This is an optimization exercise on Yosys and OpenROAD, whose aim is small area, a short achievable clock period and few clock cycles, not a production implementation.
Only simulation tests tie the RTL to the original design; equivalence was not proved.
Power figures rest on the tool's default switching activity, not on a simulated workload.

File: flow/run.sh
#!/bin/bash
# synth_recipe.tcl (not shown) runs the flow's synth.tcl, then flattens the netlist and writes it again
# the make line also repeats each setting of config.mk as NAME=value (left out here)
make -C /OpenROAD-flow-scripts/flow DESIGN_CONFIG=/design/flow/config.mk WORK_HOME=/design/flow/orfs CLKGATE_MAP_FILE= SYNTH_SCRIPT=/design/flow/synth_recipe.tcl finish
File: flow/config.mk
export PLATFORM = sky130hd
export DESIGN_NAME = unthbuf_unit
export DESIGN_NICKNAME = unthbuf_unit
export VERILOG_FILES = /design/flow/design.v
export SDC_FILE = /design/flow/constraint.sdc
export NUM_CORES = 4
export LEC_CHECK = 0
export CAP_MARGIN = 20
export CORE_MARGIN = 2
export CORE_UTILIZATION = 30
export PLACE_DENSITY = 0.45
export SLEW_MARGIN = 20
File: flow/constraint.sdc
create_clock -name core_clock -period 100.0 [get_ports {clk}]
set_input_delay 20.0000 -clock core_clock [delete_from_list [all_inputs] [get_ports {clk}]]
set_output_delay 20.0000 -clock core_clock [all_outputs]
set_load 0.01 [all_outputs]
File: flow/design.v
module unthbuf_unit (
    input  wire        clk,
    input  wire        rst,         
    input  wire        cmd_valid,
    input  wire [7:0]  cmd_op,
    input  wire [63:0] cmd_a,
    input  wire [63:0] cmd_b,
    output reg         rsp_valid,
    output wire [7:0]  rsp_status,
    output wire [63:0] rsp_d0,
    output wire [63:0] rsp_d1
);
    localparam MAX_CELLS = 8;
    localparam ST_OK        = 3'h0;
    localparam ST_BADWIDTH  = 3'h1;
    localparam ST_INDEX     = 3'h2;
    localparam ST_TOOWIDE   = 3'h3;
    localparam ST_CAPACITY  = 3'h4;
    localparam ST_ILLEGAL   = 3'h5;
    localparam ST_NOTCFG    = 3'h6;
    localparam ST_CELLRANGE = 3'h7;
    integer k;
    function [6:0] epc_of(input [6:0] x);
        integer n;
        begin
            epc_of = 7'd0;
            for (n = 1; n <= 64; n = n + 1)
                if (x == n) epc_of = 64 / n;
        end
    endfunction
    function [6:0] ew_of(input [6:0] x);
        integer n;
        begin
            ew_of = 7'd0;
            for (n = 1; n <= 64; n = n + 1)
                if (x == n) ew_of = (64 / n) * n;
        end
    endfunction
    reg        configured;
    reg        packed_lay;
    reg [6:0]  width;
    reg [9:0]  length;
    reg [3:0]  cap_r;            
    wire [6:0] cell_bits = packed_lay ? 7'd64 : ew_of(width);
    reg  [63:0] wmask;
    always @(*)
        for (k = 0; k < 64; k = k + 1)
            wmask[k] = (k < width);
    wire is_cfga = (cmd_op == 8'h01);
    wire is_cfgp = (cmd_op == 8'h02);
    wire is_cfg  = is_cfga | is_cfgp;
    wire is_get  = (cmd_op == 8'h03);
    wire is_set  = (cmd_op == 8'h04);
    wire is_len  = (cmd_op == 8'h05);
    wire is_pad  = (cmd_op == 8'h06);
    wire is_cap  = (cmd_op == 8'h07);
    wire is_loc  = (cmd_op == 8'h08);
    wire is_rdc  = (cmd_op == 8'h09);
    wire illegal = ~(is_cfg | is_get | is_set | is_len | is_pad | is_cap | is_loc | is_rdc);
    wire       a_hi  = |cmd_a[63:10];
    wire [9:0] ai    = cmd_a[9:0];
    wire [6:0]  mul_w = is_cfg ? cmd_b[6:0] : width;
    wire [16:0] prod  = ai * mul_w;
    wire [6:0] epc = epc_of(mul_w);
    wire [9:0] em [0:8];
    genvar gi;
    generate
        for (gi = 0; gi <= 8; gi = gi + 1) begin : g_em
            assign em[gi] = epc * gi;
        end
    endgenerate
    wire [9:0] xq = is_cfg ? (ai - 10'd1) : ai;
    reg  [2:0] cell_al;
    always @(*) begin
        cell_al = 3'd0;
        for (k = 1; k < 8; k = k + 1)
            if (xq >= em[k]) cell_al = k;
    end
    wire xq_ge8 = (xq >= em[8]);
    wire a_zero = (ai == 10'd0);
    wire idx_oob  = a_hi | (ai >= length);
    wire too_wide = |(cmd_b & ~wmask);
    wire       cell_oob = (|cmd_a[63:3]) | ({1'b0, cmd_a[2:0]} >= cap_r);
    wire [9:0] rdc_pos  = cmd_a[2:0] * cell_bits;
    wire       cfg_w_ok  = ~(|cmd_b[63:7]) & (cmd_b[6:0] != 7'd0) & (cmd_b[6:0] <= 7'd64);
    wire       cfg_cap_ok = ~a_hi & (is_cfgp ? (prod <= 17'd512) : (a_zero | ~xq_ge8));
    wire [3:0] cfg_cap    = is_cfgp ? (prod[9:6] + {3'd0, |prod[5:0]})
                                    : (a_zero ? 4'd0 : {1'b0, cell_al} + 4'd1);
    reg [2:0] status;
    always @(*) begin
        if (illegal)              status = ST_ILLEGAL;
        else if (is_cfg) begin
            if (!cfg_w_ok)        status = ST_BADWIDTH;
            else if (!cfg_cap_ok) status = ST_CAPACITY;
            else                  status = ST_OK;
        end
        else if (!configured)     status = ST_NOTCFG;
        else if (is_get | is_loc) status = idx_oob ? ST_INDEX : ST_OK;
        else if (is_set)          status = idx_oob ? ST_INDEX : too_wide ? ST_TOOWIDE : ST_OK;
        else if (is_rdc)          status = cell_oob ? ST_CELLRANGE : ST_OK;
        else                      status = ST_OK;
    end
    wire ok     = (status == ST_OK);
    wire [8:0] s_in  = is_rdc ? rdc_pos[8:0] : prod[8:0];
    wire [3:0] c_in1 = {1'b0, s_in[8:6]} + 4'd1;
    wire accept = cmd_valid & ~rst;
    reg [2:0]  st_r;
    reg        k_ext, k_rdc, k_len, k_pad, k_cap, k_loc;
    reg        set_r, clr_r;
    reg [8:0]  s_r;               
    reg [3:0]  esel_r;            
    reg [3:0]  osel_r;            
    reg [5:0]  amt_r;             
    reg [2:0]  cal_r;             
    reg [63:0] b_r;
    reg [8:0]  pad_r;
    always @(posedge clk) begin
        if (rst) begin
            rsp_valid  <= 1'b0;
            configured <= 1'b0;
            set_r      <= 1'b0;
            clr_r      <= 1'b0;
        end else begin
            rsp_valid <= cmd_valid;
            set_r     <= cmd_valid & ok & is_set;
            clr_r     <= cmd_valid & ok & is_cfg;
            if (cmd_valid & ok & is_cfg)
                configured <= 1'b1;
        end
    end
    always @(posedge clk) begin
        st_r  <= status;
        k_ext <= ok & (is_get | is_rdc);
        k_rdc <= is_rdc;
        k_len <= ok & is_len;
        k_pad <= ok & is_pad;
        k_cap <= ok & is_cap;
        k_loc <= ok & is_loc;
        s_r   <= s_in;
        amt_r <= s_in[5:0] ^ {6{is_set}};
        for (k = 0; k < 4; k = k + 1) begin
            esel_r[k] <= (c_in1[3:1] == k);
            osel_r[k] <= (s_in[8:7] == k);
        end
        cal_r <= cell_al;
        b_r   <= cmd_b;
        pad_r <= packed_lay ? 9'd0 : (7'd64 - cell_bits) * cap_r;
        if (accept & ok & is_cfg) begin
            packed_lay <= is_cfgp;
            width      <= cmd_b[6:0];
            length     <= ai;
            cap_r      <= cfg_cap;
        end
    end
    reg [63:0] cells [0:MAX_CELLS-1];
    wire [2:0] rc  = s_r[8:6];
    wire [5:0] ro  = s_r[5:0];
    reg  [63:0] ge_o;                      
    always @(*)
        for (k = 0; k < 64; k = k + 1)
            ge_o[k] = (k >= ro);
    reg  [63:0] ev, od;
    always @(*) begin
        ev = 64'd0;
        od = 64'd0;
        for (k = 0; k < 4; k = k + 1) begin
            ev = ev | (cells[2*k]   & {64{esel_r[k]}});
            od = od | (cells[2*k+1] & {64{osel_r[k]}});
        end
    end
    wire [63:0] in_ev = ge_o ^ {64{rc[0]}};
    wire [63:0] z     = (in_ev & ev) | (~in_ev & od);
    wire [63:0]  rin  = set_r ? {b_r[0], b_r[63:1]} : z;
    reg  [63:0]  rot;
    always @(*) begin
        rot = rin;
        for (k = 0; k < 6; k = k + 1)
            if (amt_r[k]) rot = (rot >> (1 << k)) | (rot << (64 - (1 << k)));
    end
    wire [6:0] mw = k_rdc ? cell_bits : width;
    reg  [63:0] xmask;
    always @(*)
        for (k = 0; k < 64; k = k + 1)
            xmask[k] = k_ext & (k < mw);
    wire [63:0] ext = rot & xmask;
    wire [6:0] endv    = {1'b0, ro} + width;
    wire       span    = packed_lay & (endv > 7'd64);
    wire [9:0] al_base = cal_r * cell_bits;
    wire [5:0] loc_off = packed_lay ? ro : (ro - al_base[5:0]);
    wire [2:0] loc_cell = packed_lay ? rc : cal_r;
    wire [6:0] low_bits  = span ? (7'd64 - {1'b0, ro}) : width;
    wire [6:0] high_bits = span ? (endv - 7'd64) : 7'd0;
    assign rsp_status = {5'd0, st_r};
    assign rsp_d0 = ext
                  | (k_len ? {54'd0, length} : 64'd0)
                  | (k_cap ? {60'd0, cap_r} : 64'd0)
                  | (k_pad ? {55'd0, pad_r} : 64'd0)
                  | (k_loc ? {61'd0, loc_cell} : 64'd0);
    assign rsp_d1 = k_loc ? {41'd0, high_bits, 1'b0, low_bits, 1'b0, span, loc_off} : 64'd0;
    wire        end_h = endv[6];
    reg  [63:0] lt_e;
    always @(*)
        for (k = 0; k < 64; k = k + 1)
            lt_e[k] = (k < endv[5:0]);
    wire [63:0] win   = (ge_o & (lt_e | {64{end_h}})) | (lt_e & {64{end_h}});
    wire [63:0] wr_ev = win & in_ev;
    wire [63:0] wr_od = win & ~in_ev;
    wire [63:0] new_ev = {64{~clr_r}} & ((wr_ev & rot) | (~wr_ev & ev));
    wire [63:0] new_od = {64{~clr_r}} & ((wr_od & rot) | (~wr_od & od));
    generate
        for (gi = 0; gi < 4; gi = gi + 1) begin : g_wr
            wire we_ev = clr_r | (set_r & esel_r[gi]);
            wire we_od = clr_r | (set_r & osel_r[gi]);
            always @(posedge clk) begin
                if (we_ev) cells[2*gi]   <= new_ev;
                if (we_od) cells[2*gi+1] <= new_od;
            end
        end
    endgenerate
endmodule
==> results.tsv <==
metric	value	unit
status	no timing/DRC/antenna violations	
overflow	0	
grt_max_degree	66	
cts_inserted_buffers	76	
start_kind	register	
ys_seq_area_share	38.2	%
hold_class	reg -> reg	
regArea	0.0183	mm2
multiInputGateArea	0.0275	mm2
critPathCaptureType	primary output	
slowest_delay	1080	ps
cp_max_fo	49	
fp.coreArea	0.158	mm2
crit_chain	buf_4, buf_4, xnor2_1, mux2i_1, a221oi_1, a22oi_1, a222oi_1, a221oi_1, mux2i_1, mux2i_1, nor2_1, clkdlybuf4s50_1	
placedCellCount	7260	
clkTransAtPathRegs	60	ps
globalRouteTotalUtil	33.4	%
tns	0	ps
grt_antenna_before_repair	15	
critPathArrivalTime	8310	ps
synth_area_per_cell	9.32	um2
yosysTopAreaCell	edfxtp_1	
drtIter0Drc	6538	
p_leak	19.8	nW
synth_top_area_share	33.5	%
first_global_vias	44200	
yosysWarningCount	2	
reg2reg_depth	21	
fin_crit	28310	ps
critPathLaunch	s_r[6]$_DFF_P_	
cts_hold_buf	0	
cpMostUsedCell	mux2i_1	
setup_viol	0	
peakVddDrop	0.0160	mV
numPortBuffers	226	
synthCells	5133	
vias_per_cell	6.43	
fillers	16200	
tightest_slew	1330	ps
rr_endpoint	length[2]$_DFFE_PP_	
ys_async_sr_fraction	0	%
cts_setup_buffers	0	
die-area	0.163	mm2
cts.path.max_buffers	3	
syn_area	0.0479	mm2
num_rows	146	
htree_levels	3	
vias	47600	
drc	0	
insertion_delay	720	ps
finalHoldViolations	0	
drive_above_1_share	9.62	%
fin_skew	57.0	ps
ant_nets	0	
holdWs	499	ps
timing.rr.start	width[3]$_DFFE_PP_	
cts_tree	yes	
finalNonFillerCells	7400	
grt_pass1_wl	379000	um
cts_resized	0	
die_w	403	um
wl_per_cell	37.9	um
drt-total-wl	280000	um
min_period_over_period	28.3	%
cap_violations	0	
drt_pass1_iterations	6	
syn2layout_area_growth	15.4	%
synthDistinctLibCells	121	
relSlewSlack	11.1	%
p_per_area	30.5	mW/mm2
path_class	reg -> out	
yosys_most_used_dff	edfxtp_1	
synth_edf_count	534	
ios	276	
nets	5643	
r2r_setup_slack	92070	ps
worstSetupEndpoint	rsp_d0[46]	
worstPathRequired	80000	ps
fmax	0.0353	GHz
start_util	30.2	%
gp_congestion	1.06	
ys_ff_latch	646	
slew_violations	0	
rsz0062_at_grt	false	
synth_top_cells_by_area	edfxtp_1 34%, dfxtp_1 4.7%, ha_1 4.3%, nand2_1 4.1%, a22oi_1 4.0%	
cts.sink_count	646	
place_hpwl	213000	um
cts-root-buf	clkbuf_16	
cp_slowest_cell	mux2i_1	
die_h	403	um
## where the power goes
| group | switching, mW | internal, mW | total [mW] |
|---|---|---|---|
| Combinational | 0.737 | 0.266 | 1.00 |
| Clock | 0.120 | 0.169 | 0.289 |
| Sequential | 0.0321 | 0.359 | 0.392 |
## through the flow
step / setup WS (ps) / utilization [%] / power, mW / area [um2]
floorplan: 73240 / - / 0.883 / 48100
global placement: 71640 / 33.3 / 1.34 / 52700
detailed placement: 71550 / 33.3 / 1.34 / 52700
CTS: 72160 / 34.9 / 1.63 / 55200
global route: 71900 / 34.9 / 1.71 / 55200
finish: 71690 / 34.9 / 1.68 / 55200
## critical path, delay by kind of cell (launching register included)
kind / cells / cell delay, ps
buf+inv: 3 / 1820
flops: 1 / 670
compound gates: 4 / 2030
xor+xnor: 1 / 210
simple gates: 1 / 380
mux: 3 / 2420
## cell families after synthesis
| logic type | after synthesis | share of synthesized area (%) |
|---|---|---|
| compound gates | 1729 | 25.8 |
| simple gates | 1605 | 15.9 |
| flops | 646 | 38.2 |
| buf+inv | 582 | 5.27 |
| fa+ha+maj | 245 | 7.49 |
| mux | 214 | 5.23 |
| xor+xnor | 110 | 2.07 |
| other cells | 2 | 0.0157 |
## layer usage
layer  vias to the layer above  GRT usage [%]  wire length [um]
li1                      20000              -                 -
met1                     23800           43.9            114000
met2                      3074           48.2            115000
met3                       729           9.72             30600
met4                        10           20.3             20300
met5                         -              0                53
## layout make-up
cell class                 instances  area share, %
clock buffer                      95           3.67
multi-input combinational       3957           49.7
timing repair buffer             409           6.60
antenna                            5         0.0227
tap                             2072           4.69
inverter                         177           1.20
sequential                       646           33.2
clock inverter                    39          0.872
## state kept, by name, indices dropped and copies added, names as in the netlist, 3 cells and up
name / count
cells: 512
cal_r: 3
width: 7
amt_r: 6
pad_r: 9
s_r: 9
cap_r: 4
st_r: 3
length: 10
b_r: 64
esel_r: 4
osel_r: 4
## cell usage in the layout, fill, tap and decap left out, types with 58 or more instances in the layout
master           count
a22oi_1            258
nor3_1             135
edfxtp_1           534
o22ai_1             74
a21oi_1            285
fa_1                72
nand2_1            513
a211oi_1           129
o21ai_0            216
xnor2_1             65
clkbuf_16           77
a21o_1              61
dfxtp_1             90
o211ai_1            60
inv_1              163
buf_4              181
a31oi_1             58
and2_1              75
clkdlybuf4s50_1    226
nor2_1             383
mux2i_1            139
ha_1               165
nand3_1            145
## worst min path at each step
stage	to	cells past startpoint	start	slack [ps]
after floorplan	configured$_SDFFE_PP0P_	1	configured$_SDFFE_PP0P_	450
after global placement	configured$_SDFFE_PP0P_	1	configured$_SDFFE_PP0P_	470
after detailed placement	configured$_SDFFE_PP0P_	1	configured$_SDFFE_PP0P_	470
after CTS	configured$_SDFFE_PP0P_	1	configured$_SDFFE_PP0P_	490
after global routing	configured$_SDFFE_PP0P_	1	configured$_SDFFE_PP0P_	520
final	configured$_SDFFE_PP0P_	1	configured$_SDFFE_PP0P_	500
## synthesized netlist by cell type (74+ instances only)
library cell and instances:
dfxtp_1 112, inv_1 165, o21ai_0 220, nand2_1 523, o22ai_1 74, a22oi_1 258
a21oi_1 285, a211oi_1 131, edfxtp_1 534, nand3_1 145, nor2_1 392, ha_1 165
mux2i_1 143, nor3_1 137, and2_1 75, clkbuf_1 230
Testbench counts, summed over its fixed seeds: cycles 12,000.

what the ideal ports hide:
The flow's constraints put no driver on any port. The routed layout listed below was extracted and timed again, unchanged, in two steps.
Step 1, drivers: a clkbuf_16 drives clk and a buf_2 each remaining input, both assumed.
Step 2 moves the port delays by t, midway between the first and last clock arrival at a register: inputs arrive t later, outputs are due t later. That takes back most of the time a late clock gives input paths.
Three values: ideal, step 1, step 2; two values: the first two.
shift t [ns]: 0.776
slack for setup (ns): 71.688 / 71.605 / 71.829
worst register clock-pin slew, ns: 0.08 / 0.08
After both steps this run still meets setup and hold. The setup slack of this run moves by -0.083 ns with the drivers and by +0.141 ns with both steps.
